Background: an optimization exercise with open tools, aiming at small area. Do not read the settings as production practice.
Only simulation tests tie the RTL to the original design; equivalence was not proved.
In every run shown here, the design's own scripts or RTL, not TritonCTS, make the clock network.
The flow treats the clock pin as an ideal source. Dropping or thinning the clock tree relies on that and would not hold on a real chip.
Power and IR drop assume default switching activity.

**flow/config.mk**
```make
export PLATFORM = sky130hd
export DESIGN_NAME = globe_core
export DESIGN_NICKNAME = globe_core
export VERILOG_FILES = /design/flow/design.v
export SDC_FILE = /design/flow/constraint.sdc
export NUM_CORES = 4
export LEC_CHECK = 0
export ABC_AREA = 1
export CAP_MARGIN = 20
export CORE_AREA = 5.52 5.44 150.88 149.6
export DIE_AREA = 0 0 156.4 155.04
export PLACE_DENSITY = 0.6
export SLEW_MARGIN = 20
```
**flow/constraint.sdc**
```tcl
create_clock -name core_clock -period 20.0 [get_ports {clk}]
set_input_delay 4.0000 -clock core_clock [delete_from_list [all_inputs] [get_ports {clk}]]
set_output_delay 4.0000 -clock core_clock [all_outputs]
set_load 0.01 [all_outputs]
```
**flow/design.v**
```verilog
module globe_core (
    input  wire         clk,
    input  wire         rst,               
    input  wire         connected,
    input  wire         cmd_valid,
    input  wire [31:0]  cmd,
    input  wire [31:0]  now,
    output wire         cmd_ready,         
    output reg          indicator,
    output wire [15:0]  pwm_duty,
    output reg          pwm_we,            
    output wire [239:0] leds,              
    output reg          led_flush,         
    output wire         begin_accepting    
);
    localparam [23:0] C_GREEN  = 24'h00FF00;
    localparam [23:0] C_BLUE   = 24'h0000FF;
    localparam [23:0] C_PURPLE = 24'hB400FF;
    localparam [23:0] C_YELLOW = 24'hFF9600;
    localparam [1:0] L_START = 2'd0, L_WAIT = 2'd1, L_CONN = 2'd2;
    localparam [1:0] K_BLACK = 2'd0, K_CUR = 2'd1, K_RED = 2'd2, K_AQUA = 2'd3;
    function e_of(input [7:0] p);
        begin
            case (p)
                8'b0_0000_010, 8'b0_0001_000, 8'b0_0001_011, 8'b0_0010_000, 8'b0_0010_011,
                8'b0_0011_001, 8'b0_0011_100, 8'b0_0100_010, 8'b0_0101_000, 8'b0_0101_011,
                8'b0_0110_000, 8'b0_0110_011, 8'b0_0111_001, 8'b0_0111_100, 8'b0_1000_010,
                8'b0_1001_000, 8'b0_1001_011, 8'b1_0000_001, 8'b1_0000_100, 8'b1_0001_001,
                8'b1_0001_011, 8'b1_0010_000, 8'b1_0010_011, 8'b1_0011_010, 8'b1_0100_001,
                8'b1_0100_100, 8'b1_0101_001, 8'b1_0101_011, 8'b1_0110_000, 8'b1_0110_011,
                8'b1_0111_010, 8'b1_1000_001, 8'b1_1000_100, 8'b1_1001_001, 8'b1_1001_011:
                    e_of = 1'b1;
                default: e_of = 1'b0;
            endcase
        end
    endfunction
    reg [1:0]  link_state;
    reg [23:0] cur_color;
    reg [6:0]  step_m1;       
    reg        duty_ramp;     
    reg        act;           
    reg        pend;          
    reg        ph;            
    reg [3:0]  rc;            
    reg [2:0]  rs;            
    reg [15:0] rduty;         
    reg [31:0] next_tick;     
    reg        ticked;        
    reg [1:0]  fc;            
    reg [9:0]  hit;           
    reg        ovr0;          
    reg        blue0;         
    wire [7:0] tag = cmd[31:24];
    wire [2:0] id  = cmd[10:8];
    wire       btn = (tag == 8'h02) && (cmd[15:11] == 5'd0);
    wire       pr  = cmd[0];
    wire conn_step = (link_state == L_CONN) && connected;
    assign cmd_ready = conn_step && cmd_valid;
    reg        ge;
    reg [31:0] now_q;
    reg        cy;
    integer i;
    always @* begin
        ge = 1'b1;
        cy = 1'b0;
        for (i = 0; i < 32; i = i + 1) begin
            ge = (now[i] & ~next_tick[i]) | ((now[i] | ~next_tick[i]) & ge);
            if (i < 9 && ((500 >> i) & 1)) begin
                now_q[i] = ~(now[i] ^ cy);
                cy = now[i] | cy;
            end else begin
                now_q[i] = now[i] ^ cy;
                cy = now[i] & cy;
            end
        end
    end
    wire tick = conn_step && (!ticked || ge);
    reg [15:0] radd;
    reg        ry;
    integer    j;
    always @* begin
        ry = e_of({ph, rc, rs});
        for (j = 0; j < 16; j = j + 1) begin
            if ((655 >> j) & 1) begin
                radd[j] = ~(rduty[j] ^ ry);
                ry = rduty[j] | ry;
            end else begin
                radd[j] = rduty[j] ^ ry;
                ry = rduty[j] & ry;
            end
        end
    end
    reg [6:0] step_pm;
    reg       st;
    integer   m;
    always @* begin
        st = 1'b1;
        for (m = 0; m < 7; m = m + 1) begin
            step_pm[m] = step_m1[m] ^ st;
            st = st & (step_m1[m] ^ id[0]);
        end
    end
    wire step_end = (step_m1[5:0] == 6'd63) && (step_m1[6] == id[0]);
    reg [23:0] n_color;
    reg [6:0]  n_step;
    reg        n_dramp;
    reg        n_act, n_pend, n_ph;
    reg [3:0]  n_rc;
    reg [2:0]  n_rs;
    reg [15:0] n_rduty;
    reg [1:0]  n_fc;
    reg [9:0]  n_hit;
    reg        n_ovr0;
    reg        n_blue0;
    reg [1:0]  n_link;
    reg        n_we, n_flush, n_ind;
    reg        fill;
    reg [1:0]  fcode;
    reg        rw;
    integer k;
    always @* begin
        n_color = cur_color;
        n_step  = step_m1;
        n_dramp = duty_ramp;
        n_act   = act;
        n_pend  = pend;
        n_ph    = ph;
        n_rc    = rc;
        n_rs    = rs;
        n_rduty = rduty;
        n_fc    = fc;
        n_hit   = hit;
        n_ovr0  = ovr0;
        n_blue0 = blue0;
        n_link  = link_state;
        n_we    = 1'b0;
        n_flush = 1'b0;
        n_ind   = indicator;
        fill    = 1'b0;
        fcode   = K_CUR;
        rw      = 1'b0;
        case (link_state)
            L_START: begin
                n_ovr0  = 1'b1;
                n_blue0 = 1'b0;
                n_flush = 1'b1;
                n_link  = L_WAIT;
            end
            L_WAIT: if (connected) begin
                n_ovr0  = 1'b1;
                n_blue0 = 1'b1;
                n_flush = 1'b1;
                n_link  = L_CONN;
            end
            L_CONN: if (!connected) begin
                n_ovr0  = 1'b1;
                n_blue0 = 1'b0;
                n_flush = 1'b1;
                n_link  = L_WAIT;
            end else begin
                if (cmd_valid) begin
                    n_ind = (tag == 8'h02) && pr;
                    if (tag == 8'h01) begin
                        n_color = cmd[23:0];
                        fill = 1'b1;
                    end else if (btn) begin
                        if (pr) begin
                            case (id)
                                3'd0, 3'd1: if (!step_end) begin
                                    fill = 1'b1;
                                    n_step = step_pm;
                                    n_dramp = 1'b0;
                                    n_we = 1'b1;
                                end
                                3'd2: begin
                                    n_color = C_YELLOW;
                                    fill = 1'b1;
                                    n_step = 7'd127;
                                    n_dramp = 1'b0;
                                    n_we = 1'b1;
                                end
                                3'd3: begin
                                    n_color = C_YELLOW;
                                    fill = 1'b1;
                                    n_step = 7'd31;
                                    n_dramp = 1'b0;
                                    n_we = 1'b1;
                                end
                                3'd4: n_pend = 1'b1;
                                3'd5: begin n_color = C_GREEN;  fill = 1'b1; end
                                3'd6: begin n_color = C_BLUE;   fill = 1'b1; end
                                default: begin n_color = C_PURPLE; fill = 1'b1; end
                            endcase
                        end else if (id[2:1] == 2'd0) begin
                            fill = 1'b1;
                            fcode = K_RED;
                        end
                    end
                end
                if (tick && (n_pend || act)) begin
                    n_dramp = 1'b1;
                    n_we = 1'b1;
                    if (n_pend) begin
                        n_pend = 1'b0;
                        n_act = 1'b1;
                        n_ph = 1'b0;
                        n_rc = 4'd0;
                        n_rs = 3'd0;
                        n_rduty = 16'h7FFF;
                        fill = 1'b1;
                        fcode = K_AQUA;
                    end else if (ph && rc == 4'd15) begin
                        n_act = 1'b0;
                        n_rduty = 16'hFFFF;
                        fill = 1'b1;
                        fcode = K_CUR;
                    end else begin
                        rw = 1'b1;
                        if (!ph && rc == 4'd10) begin
                            n_rduty = 16'h0000;
                            n_ph = 1'b1;
                            n_rc = 4'd9;
                            n_rs = 3'd1;
                        end else begin
                            if (!ph && rc == 4'd0 && rs == 3'd0)
                                n_rduty = rduty;
                            else
                                n_rduty = radd;
                            if (rs == 3'd4) begin
                                n_rs = 3'd0;
                                n_rc = ph ? rc - 4'd1 : rc + 4'd1;
                            end else begin
                                n_rs = rs + 3'd1;
                            end
                        end
                    end
                end
                if (fill) begin
                    n_fc = fcode;
                    n_hit = 10'd0;
                    n_ovr0 = 1'b0;
                end
                if (rw) begin
                    for (k = 0; k < 10; k = k + 1)
                        if (rc == k) n_hit[k] = 1'b1;
                    if (rc == 4'd10) n_hit[9] = 1'b1;
                    if (rc == 4'd0) n_ovr0 = 1'b0;
                end
            end
            default: ;
        endcase
    end
    always @(posedge clk)
        if (tick) next_tick <= now_q;
    always @(posedge clk) begin
        ph    <= n_ph;
        rc    <= n_rc;
        rs    <= n_rs;
        rduty <= n_rduty;
    end
    always @(posedge clk) begin
        if (rst) begin
            link_state      <= L_START;
            cur_color       <= C_PURPLE;
            step_m1         <= 7'd127;
            duty_ramp       <= 1'b0;
            act             <= 1'b0;
            pend            <= 1'b0;
            ticked          <= 1'b0;
            fc              <= K_BLACK;
            hit             <= 10'd0;
            ovr0            <= 1'b0;
            blue0           <= 1'b0;
            indicator       <= 1'b0;
            pwm_we          <= 1'b0;
            led_flush       <= 1'b0;
        end else begin
            link_state      <= n_link;
            cur_color       <= n_color;
            step_m1         <= n_step;
            duty_ramp       <= n_dramp;
            act             <= n_act;
            pend            <= n_pend;
            if (tick) ticked <= 1'b1;
            fc              <= n_fc;
            hit             <= n_hit;
            ovr0            <= n_ovr0;
            blue0           <= n_blue0;
            indicator       <= n_ind;
            pwm_we          <= n_we;
            led_flush       <= n_flush;
        end
    end
    assign begin_accepting = led_flush && (link_state == L_WAIT);
    wire [15:0] step_duty = step_m1[6] ? 16'd0 : {step_m1[5:0], 10'h3FF};
    assign pwm_duty = duty_ramp ? rduty ^ {16{ph}} : step_duty;
    genvar g;
    generate
        for (g = 0; g < 10; g = g + 1) begin : g_cell
            wire down    = ph && ((rc == 4'd15) || (rc < g) || (rc == g && rs != 3'd0));
            wire ov      = (g == 0) ? ovr0 : 1'b0;
            wire is_cur  = !ov && !hit[g] && (fc == K_CUR);
            wire is_red  = !ov && (hit[g] ? !down : (fc == K_RED));
            wire is_aqua = !ov && (hit[g] ? down : (fc == K_AQUA));
            wire is_blue = ov && blue0;
            assign leds[24*g +: 24] = ({24{is_cur}} & cur_color)
                                    | ({24{is_red}} & 24'hFF0000)
                                    | ({24{is_aqua}} & 24'h32FFFF)
                                    | ({24{is_blue}} & 24'h0000FF);
        end
    endgenerate
endmodule
```
**flow/flow/run.sh**
```bash
#!/bin/bash
# Layout flow: the standard synthesis, then its combinational logic
# re-mapped by ABC with a stronger area script (registers, their cells and
# names untouched), then the standard layout with two changes: the port
# buffers are the smallest buffer cell, and after clock tree synthesis the
# clock tree is rebuilt as one level of four clock buffers, each driving a
# quadrant of the flip-flops (flow/post_cts.tcl).
set -euo pipefail
here=$(pwd)
res=$here/orfs/results/$FLOW_PLATFORM/globe_core/base
YOSYS=yosys
if [[ -x $FLOW_HOME/../tools/install/yosys/bin/yosys ]]; then
  YOSYS=$FLOW_HOME/../tools/install/yosys/bin/yosys
fi
LIB=$FLOW_HOME/platforms/sky130hd/lib/sky130_fd_sc_hd__tt_025C_1v80.lib
export BUFFER_PORTS_ARGS="-buffer_cell sky130_fd_sc_hd__buf_1"
export POST_CTS_TCL=$here/flow/post_cts.tcl
export CTS_ARGS="-sink_clustering_enable -repair_clock_nets -dont_use_dummy_load -buf_list {sky130_fd_sc_hd__clkbuf_4 sky130_fd_sc_hd__clkbuf_8}"

bash standard.sh synth > standard_synth.log 2>&1
cp $res/1_2_yosys.v $here/std_synth.v

# re-map the combinational logic with eight ABC seeds, four at a time; keep the smallest
R2='balance; rewrite; refactor; balance; rewrite; rewrite -z; balance; refactor -z; rewrite -z; balance'
DU=$(cat $here/flow/dontuse.txt)
for s in 1 2 3 4 5 6 7 8; do
  printf 'strash\n&get -n\n&deepsyn -T 60 -S %s\n&put\n%s\ndch -f\nmap -a\ntopo\n' $s "$R2" > $here/resynth_$s.abc
  (
    $YOSYS -p "read_liberty -ignore_miss_func $LIB; read_verilog $here/std_synth.v; hierarchy -top $FLOW_TOP; \
      setattr -mod -set blackbox 1 sky130_fd_sc_hd__dfxtp_1 sky130_fd_sc_hd__edfxtp_1 sky130_fd_sc_hd__conb_1; \
      flatten; delete t:\$scopeinfo; rename -hide w:*.*; opt_clean; \
      abc -liberty $LIB $DU -script $here/resynth_$s.abc; opt_clean -purge; \
      write_verilog -noattr -nohex -nodec $here/resynth_$s.raw.v" > $here/resynth_$s.log 2>&1 &&
    $YOSYS -p "read_liberty -lib -ignore_miss_func $LIB; read_verilog $here/resynth_$s.raw.v; hierarchy -top $FLOW_TOP; \
      hilomap -singleton -hicell sky130_fd_sc_hd__conb_1 HI -locell sky130_fd_sc_hd__conb_1 LO; \
      insbuf -buf sky130_fd_sc_hd__buf_4 A X; \
      check -assert -mapped; \
      tee -o $here/resynth_$s.stat stat -liberty $LIB; \
      write_verilog -noattr -nohex -nodec $here/resynth_$s.v" > $here/resynth_$s.2.log 2>&1 || rm -f $here/resynth_$s.v
  ) &
  if (( s % 4 == 0 )); then wait; fi
done
wait
best=""; besta=""
for s in 1 2 3 4 5 6 7 8; do
  a=$(grep -o "Chip area for module.*: [0-9.]*" $here/resynth_$s.stat 2>/dev/null | awk '{print $NF}' || true)
  if [[ -n "$a" && -s $here/resynth_$s.v ]]; then
    if [[ -z "$besta" ]] || awk "BEGIN{exit !($a < $besta)}"; then best=$s; besta=$a; fi
  fi
done
echo "resynthesis: best seed $best area $besta" > $here/resynth.log
if [[ -n "$best" ]]; then
  cp $here/resynth_$best.v $res/1_2_yosys.v
  rm -f $res/1_synth.odb
fi

bash standard.sh > standard.log 2>&1
```
**flow/flow/dontuse.txt**
```
-dont_use sky130_fd_sc_hd__probe_p_8 -dont_use sky130_fd_sc_hd__probec_p_8 -dont_use sky130_fd_sc_hd__lpflow_bleeder_1 -dont_use sky130_fd_sc_hd__lpflow_clkbufkapwr_1 -dont_use sky130_fd_sc_hd__lpflow_clkbufkapwr_16 -dont_use sky130_fd_sc_hd__lpflow_clkbufkapwr_2 -dont_use sky130_fd_sc_hd__lpflow_clkbufkapwr_4 -dont_use sky130_fd_sc_hd__lpflow_clkbufkapwr_8 -dont_use sky130_fd_sc_hd__lpflow_clkinvkapwr_1 -dont_use sky130_fd_sc_hd__lpflow_clkinvkapwr_16 -dont_use sky130_fd_sc_hd__lpflow_clkinvkapwr_2 -dont_use sky130_fd_sc_hd__lpflow_clkinvkapwr_4 -dont_use sky130_fd_sc_hd__lpflow_clkinvkapwr_8 -dont_use sky130_fd_sc_hd__lpflow_decapkapwr_12 -dont_use sky130_fd_sc_hd__lpflow_decapkapwr_3 -dont_use sky130_fd_sc_hd__lpflow_decapkapwr_4 -dont_use sky130_fd_sc_hd__lpflow_decapkapwr_6 -dont_use sky130_fd_sc_hd__lpflow_decapkapwr_8 -dont_use sky130_fd_sc_hd__lpflow_inputiso0n_1 -dont_use sky130_fd_sc_hd__lpflow_inputiso0p_1 -dont_use sky130_fd_sc_hd__lpflow_inputiso1n_1 -dont_use sky130_fd_sc_hd__lpflow_inputiso1p_1 -dont_use sky130_fd_sc_hd__lpflow_inputisolatch_1 -dont_use sky130_fd_sc_hd__lpflow_isobufsrc_1 -dont_use sky130_fd_sc_hd__lpflow_isobufsrc_16 -dont_use sky130_fd_sc_hd__lpflow_isobufsrc_2 -dont_use sky130_fd_sc_hd__lpflow_isobufsrc_4 -dont_use sky130_fd_sc_hd__lpflow_isobufsrc_8 -dont_use sky130_fd_sc_hd__lpflow_isobufsrckapwr_16 -dont_use sky130_fd_sc_hd__lpflow_lsbuf_lh_hl_isowell_tap_1 -dont_use sky130_fd_sc_hd__lpflow_lsbuf_lh_hl_isowell_tap_2 -dont_use sky130_fd_sc_hd__lpflow_lsbuf_lh_hl_isowell_tap_4 -dont_use sky130_fd_sc_hd__lpflow_lsbuf_lh_isowell_4 -dont_use sky130_fd_sc_hd__lpflow_lsbuf_lh_isowell_tap_1 -dont_use sky130_fd_sc_hd__lpflow_lsbuf_lh_isowell_tap_2 -dont_use sky130_fd_sc_hd__lpflow_lsbuf_lh_isowell_tap_4 
```
**flow/flow/post_cts.tcl**
```tcl
# Replace the clock tree that CTS built with a one-level tree: the flip-flops
# are split into four quadrants of equal size (by x, then each half by y),
# and each quadrant gets one clock buffer at its centre, driven by the clock
# port.
set bufm sky130_fd_sc_hd__clkbuf_16
set block [ord::get_db_block]
set clk [$block findNet clk]
set ::mcts_sinks {}
set ::mcts_olds {}
proc mcts_walk {net} {
  foreach it [$net getITerms] {
    if {[$it getIoType] ne "INPUT"} continue
    set inst [$it getInst]
    set mname [[$inst getMaster] getName]
    if {[string match "sky130_fd_sc_hd__clkbuf_*" $mname]} {
      lappend ::mcts_olds $inst
      foreach o [$inst getITerms] {
        if {[$o getIoType] eq "OUTPUT" && [$o getNet] ne "NULL"} { mcts_walk [$o getNet] }
      }
    } else {
      set bb [$inst getBBox]
      lappend ::mcts_sinks [list [expr {([$bb xMin] + [$bb xMax]) / 2}] [expr {([$bb yMin] + [$bb yMax]) / 2}] $it]
    }
  }
}
mcts_walk $clk
set sinks $::mcts_sinks
set olds $::mcts_olds
puts "mcts: [llength $sinks] clock sinks, [llength $olds] clock buffers from CTS"
set oldnets {}
foreach inst $olds {
  foreach o [$inst getITerms] {
    if {[$o getIoType] eq "OUTPUT" && [$o getNet] ne "NULL"} { lappend oldnets [$o getNet] }
  }
}
set sinks [lsort -integer -index 0 $sinks]
set n [llength $sinks]
set h [expr {$n / 2}]
set groups {}
foreach half [list [lrange $sinks 0 [expr {$h - 1}]] [lrange $sinks $h end]] {
  set half [lsort -integer -index 1 $half]
  set q [expr {[llength $half] / 2}]
  lappend groups [lrange $half 0 [expr {$q - 1}]] [lrange $half $q end]
}
set master [[ord::get_db] findMaster $bufm]
set g 0
foreach grp $groups {
  set sx 0
  set sy 0
  foreach s $grp { incr sx [lindex $s 0]; incr sy [lindex $s 1] }
  set cx [expr {$sx / [llength $grp]}]
  set cy [expr {$sy / [llength $grp]}]
  set inst [odb::dbInst_create $block $master "mcts_buf_$g"]
  set net [odb::dbNet_create $block "mcts_clk_$g"]
  $net setSigType CLOCK
  foreach s $grp {
    set it [lindex $s 2]
    $it disconnect
    $it connect $net
  }
  [$inst findITerm X] connect $net
  [$inst findITerm A] connect $clk
  $inst setLocation $cx $cy
  $inst setPlacementStatus PLACED
  puts "mcts: buffer $g drives [llength $grp] sinks from ($cx, $cy)"
  incr g
}
foreach inst $olds { odb::dbInst_destroy $inst }
foreach net $oldnets { odb::dbNet_destroy $net }
detailed_placement
check_placement -verbose
estimate_parasitics -placement
report_clock_skew
```
**flow/standard.sh**
```bash
#!/bin/bash
# synth_recipe.tcl (not shown) runs the flow's synth.tcl, then flattens the netlist and writes it again
# the make line also repeats each setting of config.mk as NAME=value (left out here)
make -C /OpenROAD-flow-scripts/flow DESIGN_CONFIG=/design/flow/config.mk WORK_HOME=/design/flow/orfs CLKGATE_MAP_FILE= SYNTH_SCRIPT=/design/flow/synth_recipe.tcl "${@:-finish}"
```
==> results.json, run 1 <==
{
  "status": "complete, no violations",
  "maxCapViolCount": 0,
  "drive_above_1_share": 0.0263,
  "drt_iter0_drc": 1058,
  "vdd_drop_max_uv": 38.6,
  "die-area_sq_um": 24200,
  "portBuffers": 328,
  "coreArea_sq_um": 21000,
  "vias": 8683,
  "finalSetupTns_ns": 0,
  "worstPathMaxFanout": 5,
  "start_util": 0.330,
  "clkTransAtPathRegs_ns": 0.11,
  "fin_worst_skew_ns": 0.0140,
  "io_pins": 329,
  "ff2ff_setup_slack_ns": 14.57,
  "cts.sinks": 109,
  "slowest_stage": "nor2_1",
  "fin_crit_sh": 0.457,
  "yosys_warnings": 1,
  "end_kind": "flop",
  "fmax_mhz": 109,
  "gp_congestion": 0.906,
  "overflow": 0,
  "finalMaxSlewViolations": 0,
  "p_per_area_nw_per_um2": 41.4,
  "syn-cell-area_sq_um": 6920,
  "antenna_found_initial": 2,
  "die_w_um": 156,
  "cpPeakStageDelay_ns": 0.26,
  "drtPass1Iterations": 7,
  "rsz0062_at_grt": "no",
  "crit_arrival_ns": 9.05,
  "p_leak_nw": 3.04,
  "cp.required_ns": 19.92,
  "syn_to_final_growth_pct": 26.2,
  "hp-class": "flop to flop",
  "routed_wl_um": 30800,
  "synth_cells": 982,
  "syn_nets": 1050,
  "syn_avg_cell_area_sq_um": 7.05,
  "setup_viol": 0,
  "cp-start-kind": "input port",
  "die_h_um": 155,
  "ant_nets": 0,
  "nFillCells": 2293,
  "std_cell_rows": 53,
  "first_global_vias": 8032,
  "grt_first_pass_wirelength_um": 46100,
  "maxSlewHeadroom": 0.255,
  "critical_path_class": "input port to flop",
  "grt_max_degree": 34,
  "drc_errors": 0,
  "fin_nets": 1399,
  "routedWlPerCell_um": 19.2,
  "vias_per_cell": 5.41,
  "timing_worst_slew_pin_value_ns": 1.12,
  "crit_top_cell": "nor2_1",
  "finalCriticalPeriod_ns": 9.14,
  "hold_viol": 0,
  "fin_util": 0.417,
  "hpwl_um": 24400,
  "clk_latency_ns": 0.17,
  "globalRouteTotalUtil": 0.239
}
final timing paths:
kind,startpoint,end,cells after the start
max,now[2],rs[2],36
min,ticked,ticked,2
max reg2reg,next_tick[2],rs[2],34
min reg2reg,ticked,ticked,2
worst max-delay path, delay by kind of cell:
kind	cells	cell delay, ns
buffers and inverters	3	0.44
AOI/OAI and AO/OA	22	3.34
and+or+nand+nor	11	1.25
placed cells by master, fill, tap and decap left out, drive strengths merged, types with 4 or more instances in the layout:
cell	instances
clkbuf	4
o21ai	153
o22ai	18
nor4	4
nor2	138
buf	343
nand3	37
o31ai	7
dfxtp	53
a221oi	15
nor3	19
a21oi	172
nand2	112
clkinv	138
a22oi	8
a221o	4
edfxtp	56
xor2	12
o211ai	12
metal layers:
layer,global-route usage,part of all wire,vias up
li1,-,-,4182
met1,0.303,0.40,3960
met2,0.397,0.47,470
met3,0.0634,0.11,67
met4,0.0727,0.028,4
met5,0,0.0011,-
cell type report:
cell class	instances	area, sq um	area share
Buffer	4	100	0.0115
Timing Repair Buffer	343	1340	0.154
Multi-Input combinational cell	735	3690	0.422
Tap cell	275	344	0.0394
Sequential cell	109	2740	0.314
Antenna cell	1	2.50	0.000286
Inverter	138	518	0.0593
power breakdown:
group	switching [mW]	internal (mW)
clock network	0.0571	0.0371
logic	0.0190	0.0102
registers	0.00194	0.236
registers in the layout, summed over array words and instances (netlist names), 2 cells and up:
name and count:
cur_color 24, rs 3, next_tick 32, rduty 16, fc 2, step_m1 7, rc 4, hit 10
through the flow:
step / instances / hold WS [ns] / worst slack (ns) / cell area, sq um / power (mW)
final: 1605 / 0.491 / 10.86 / 8740 / 0.361
after global routing: 1604 / 0.512 / 10.01 / 8730 / 0.375
after detailed placement: 1600 / 0.472 / 10.68 / 8630 / 0.272
after global placement: 1599 / 0.464 / 10.82 / 8610 / 0.272
after floorplan: 982 / 0.439 / 11.03 / 6920 / 0.258
==> run 2: changes to the inputs <==
--- a/flow/flow/run.sh
+++ b/flow/flow/run.sh
@@ -22,7 +22,9 @@
 
-# re-map the combinational logic with eight ABC seeds, four at a time; keep the smallest
+# re-map the combinational logic with sixteen ABC runs (eight seeds, each with
+# and without two-input LUTs in deepsyn), four at a time; keep the smallest
 R2='balance; rewrite; refactor; balance; rewrite; rewrite -z; balance; refactor -z; rewrite -z; balance'
 DU=$(cat $here/flow/dontuse.txt)
-for s in 1 2 3 4 5 6 7 8; do
-  printf 'strash\n&get -n\n&deepsyn -T 60 -S %s\n&put\n%s\ndch -f\nmap -a\ntopo\n' $s "$R2" > $here/resynth_$s.abc
+for s in $(seq 1 16); do
+  if (( s <= 8 )); then ds="-S $s"; else ds="-S $((s - 8)) -t"; fi
+  printf 'strash\n&get -n\n&deepsyn -T 60 %s\n&put\n%s\ndch -f\nmap -a\ntopo\n' "$ds" "$R2" > $here/resynth_$s.abc
   (
@@ -44,3 +46,3 @@
 best=""; besta=""
-for s in 1 2 3 4 5 6 7 8; do
+for s in $(seq 1 16); do
   a=$(grep -o "Chip area for module.*: [0-9.]*" $here/resynth_$s.stat 2>/dev/null | awk '{print $NF}' || true)
--- a/flow/config.mk
+++ b/flow/config.mk
@@ -8,6 +8,6 @@
 export ABC_AREA = 1
-export CAP_MARGIN = 20
-export CORE_AREA = 5.52 5.44 150.88 149.6
-export DIE_AREA = 0 0 156.4 155.04
-export PLACE_DENSITY = 0.6
-export SLEW_MARGIN = 20
+export CAP_MARGIN = 5
+export CORE_AREA = 5.52 5.44 134.32 133.28
+export DIE_AREA = 0 0 139.84 138.72
+export PLACE_DENSITY = 0.75
+export SLEW_MARGIN = 5
==> run 2 against run 1 <==
  * Die area fell by 20%
  * Still clean
  * Design area fell by 1.9%
  * Largest power group unchanged
  * Power grew 18%
  * First-iteration DRC count shrank 28%
  * Utilization grew 10 points
  * Combinational power rose to 3.1 times the previous value
  * Hold slack got worse by 0.0010 ns
  * Register-to-register slack improved by 0.19 ns
  * Wire length is 7.7% lower
==> results.json, run 2 <==
{
  "dpl.cell_count": 1534,
  "cts.sinks": 109,
  "r2r_end": "fc[0]",
  "final_cells": 1538,
  "ant_nets": 0,
  "drc_errors": 0,
  "coreArea_sq_um": 16500,
  "fin_util": 0.520,
  "synth_cells": 977,
  "worstPathMaxFanout": 6,
  "status": "complete, no violations",
  "globalRouteTotalUtil": 0.272,
  "std_cell_rows": 47,
  "cp-start-kind": "input port",
  "hp-class": "flop to flop",
  "clk_latency_ns": 0.17,
  "drive_above_1_share": 0.0175,
  "top_regs": "next_tick (32), cur_color (24), rduty (16)",
  "syn_nets": 1045,
  "cp.required_ns": 16.00,
  "ff2ff_setup_slack_ns": 14.76,
  "fmax_mhz": 112,
  "die_w_um": 140,
  "drt_iter0_drc": 758,
  "fin_nets": 1388,
  "finalSetupTns_ns": 0,
  "largest_reg_flops": 32,
  "fin_crit_sh": 0.448,
  "routed_wl_um": 28400,
  "crit_arrival_ns": 4.96,
  "vdd_drop_max_uv": 44.5,
  "rsz0062_at_grt": "no",
  "min_from": "ticked",
  "dpl-instance-area_sq_um": 8470,
  "diodes": 0,
  "end_kind": "output port",
  "critical_path_class": "input port to output port",
  "top_register": "next_tick",
  "hpwl_um": 21900,
  "io_pins": 329,
  "vias": 8644,
  "fin_worst_skew_ns": 0.0123,
  "vias_per_cell": 5.62,
  "die_h_um": 139,
  "maxSlewHeadroom": 0.149,
  "finalMaxSlewViolations": 0,
  "finalCriticalPeriod_ns": 8.96,
  "yosys_warnings": 1,
  "regToRegStartpoint": "next_tick[1]",
  "p_leak_nw": 2.98,
  "final-seq-area_sq_um": 2740,
  "start_util": 0.419,
  "min_path_cells": 2,
  "clkTransAtPathRegs_ns": 0.10,
  "layout_commonest_cell": "buf_1",
  "routedWlPerCell_um": 18.4,
  "nFillCells": 1714,
  "grt_first_pass_wirelength_um": 42800,
  "setup_viol": 0,
  "final_cell_mix": "328 x buf_1, 158 x o21ai_0, 149 x a21oi_1",
  "first_global_vias": 7871,
  "drtPass1Iterations": 8,
  "timing_worst_slew_pin_value_ns": 1.27,
  "final_area_sq_um": 8570,
  "grt_max_degree": 34,
  "syn-cell-area_sq_um": 6890,
  "p_per_area_nw_per_um2": 49.6,
  "multi_input_comb_area_sq_um": 3610,
  "syn_avg_cell_area_sq_um": 7.06,
  "portBuffers": 328,
  "hold_viol": 0,
  "gp_congestion": 0.951,
  "die-area_sq_um": 19400,
  "antenna_found_initial": 1,
  "hold_end": "ticked",
  "overflow": 0,
  "maxCapViolCount": 0,
  "syn_to_final_growth_pct": 24.3,
  "ff2ff_path_depth": 33
}
==> run 2: worst max-delay path by stage <==
| stage | startpoint | endpoint | slack [ns] | cells after the start |
|---|---|---|---|---|
| floorplan | now[2] | rduty[0] | 10.96 | 30 |
| global placement | connected | cmd_ready | 11.02 | 6 |
| detailed placement | now[2] | fc[0] | 10.92 | 33 |
| global route | now[2] | fc[0] | 10.31 | 33 |
| finish | connected | cmd_ready | 11.04 | 6 |
==> run 2: critical path, stage by stage <==
cell	delay (ns)
buf_1	0.12
nand2_1	0.08
nor2_1	0.34
nand2_1	0.11
clkinv_1	0.11
buf_1	0.20
==> run 2: metrics by stage <==
stage / setup slack [ns] / total power, mW / hold WS (ns)
global route: 10.31 / 0.442 / 0.510
finish: 11.04 / 0.425 / 0.490
detailed placement: 10.92 / 0.335 / 0.471
global placement: 11.02 / 0.334 / 0.463
floorplan: 10.96 / 0.295 / 0.441
==> run 2: routing by layer <==
layer,share of wire,global-route usage
met5,0.00046,0
met4,0.029,0.0887
met3,0.088,0.0541
met2,0.48,0.465
met1,0.40,0.345
==> run 2: power breakdown <==
group	leakage [nW]	switching, mW	internal, mW
logic	1.99	0.0622	0.0294
registers	0.934	0.00255	0.237
clock network	0.0493	0.0570	0.0371
total	2.98	0.122	0.303
==> run 2: layout make-up <==
type | instances | share of cell area
inverter | 145 | 0.0635
tap | 220 | 0.0321
buffer | 4 | 0.0117
sequential | 109 | 0.320
multi-input combinational | 723 | 0.421
timing repair buffer | 337 | 0.152

==> what the ideal ports hide <==
In the flow no input, the clock included, has a driving cell. The finished layouts below were timed again as built, in two steps.
Step 1 assumes that a clkbuf_16 drives the clock port and a buf_2 every other input.
Step 2 moves the port delays by t, midway between the first and last clock arrival at a register: inputs arrive t later, outputs are due t later. That takes back most of the time a late clock gives input paths.
a / b / c = ideal ports / drivers / drivers and shift; a / b = the first two.
| run | shift t [ns] | setup WS [ns] | hold WS [ns] | slew at the worst register clock pin (ns) |
|---|---|---|---|---|
| run 1 | 0.250 | 10.861 / 10.920 / 10.670 | 0.491 / 0.491 / 0.491 | 0.11 / 0.11 |
| run 2 | 0.251 | 11.036 / 11.011 / 10.868 | 0.490 / 0.490 / 0.490 | 0.11 / 0.11 |
After both steps setup and hold are still met in every run listed. For run 1, which loses most, drivers alone change the setup slack by +0.059 ns; drivers and shift together by -0.191 ns.
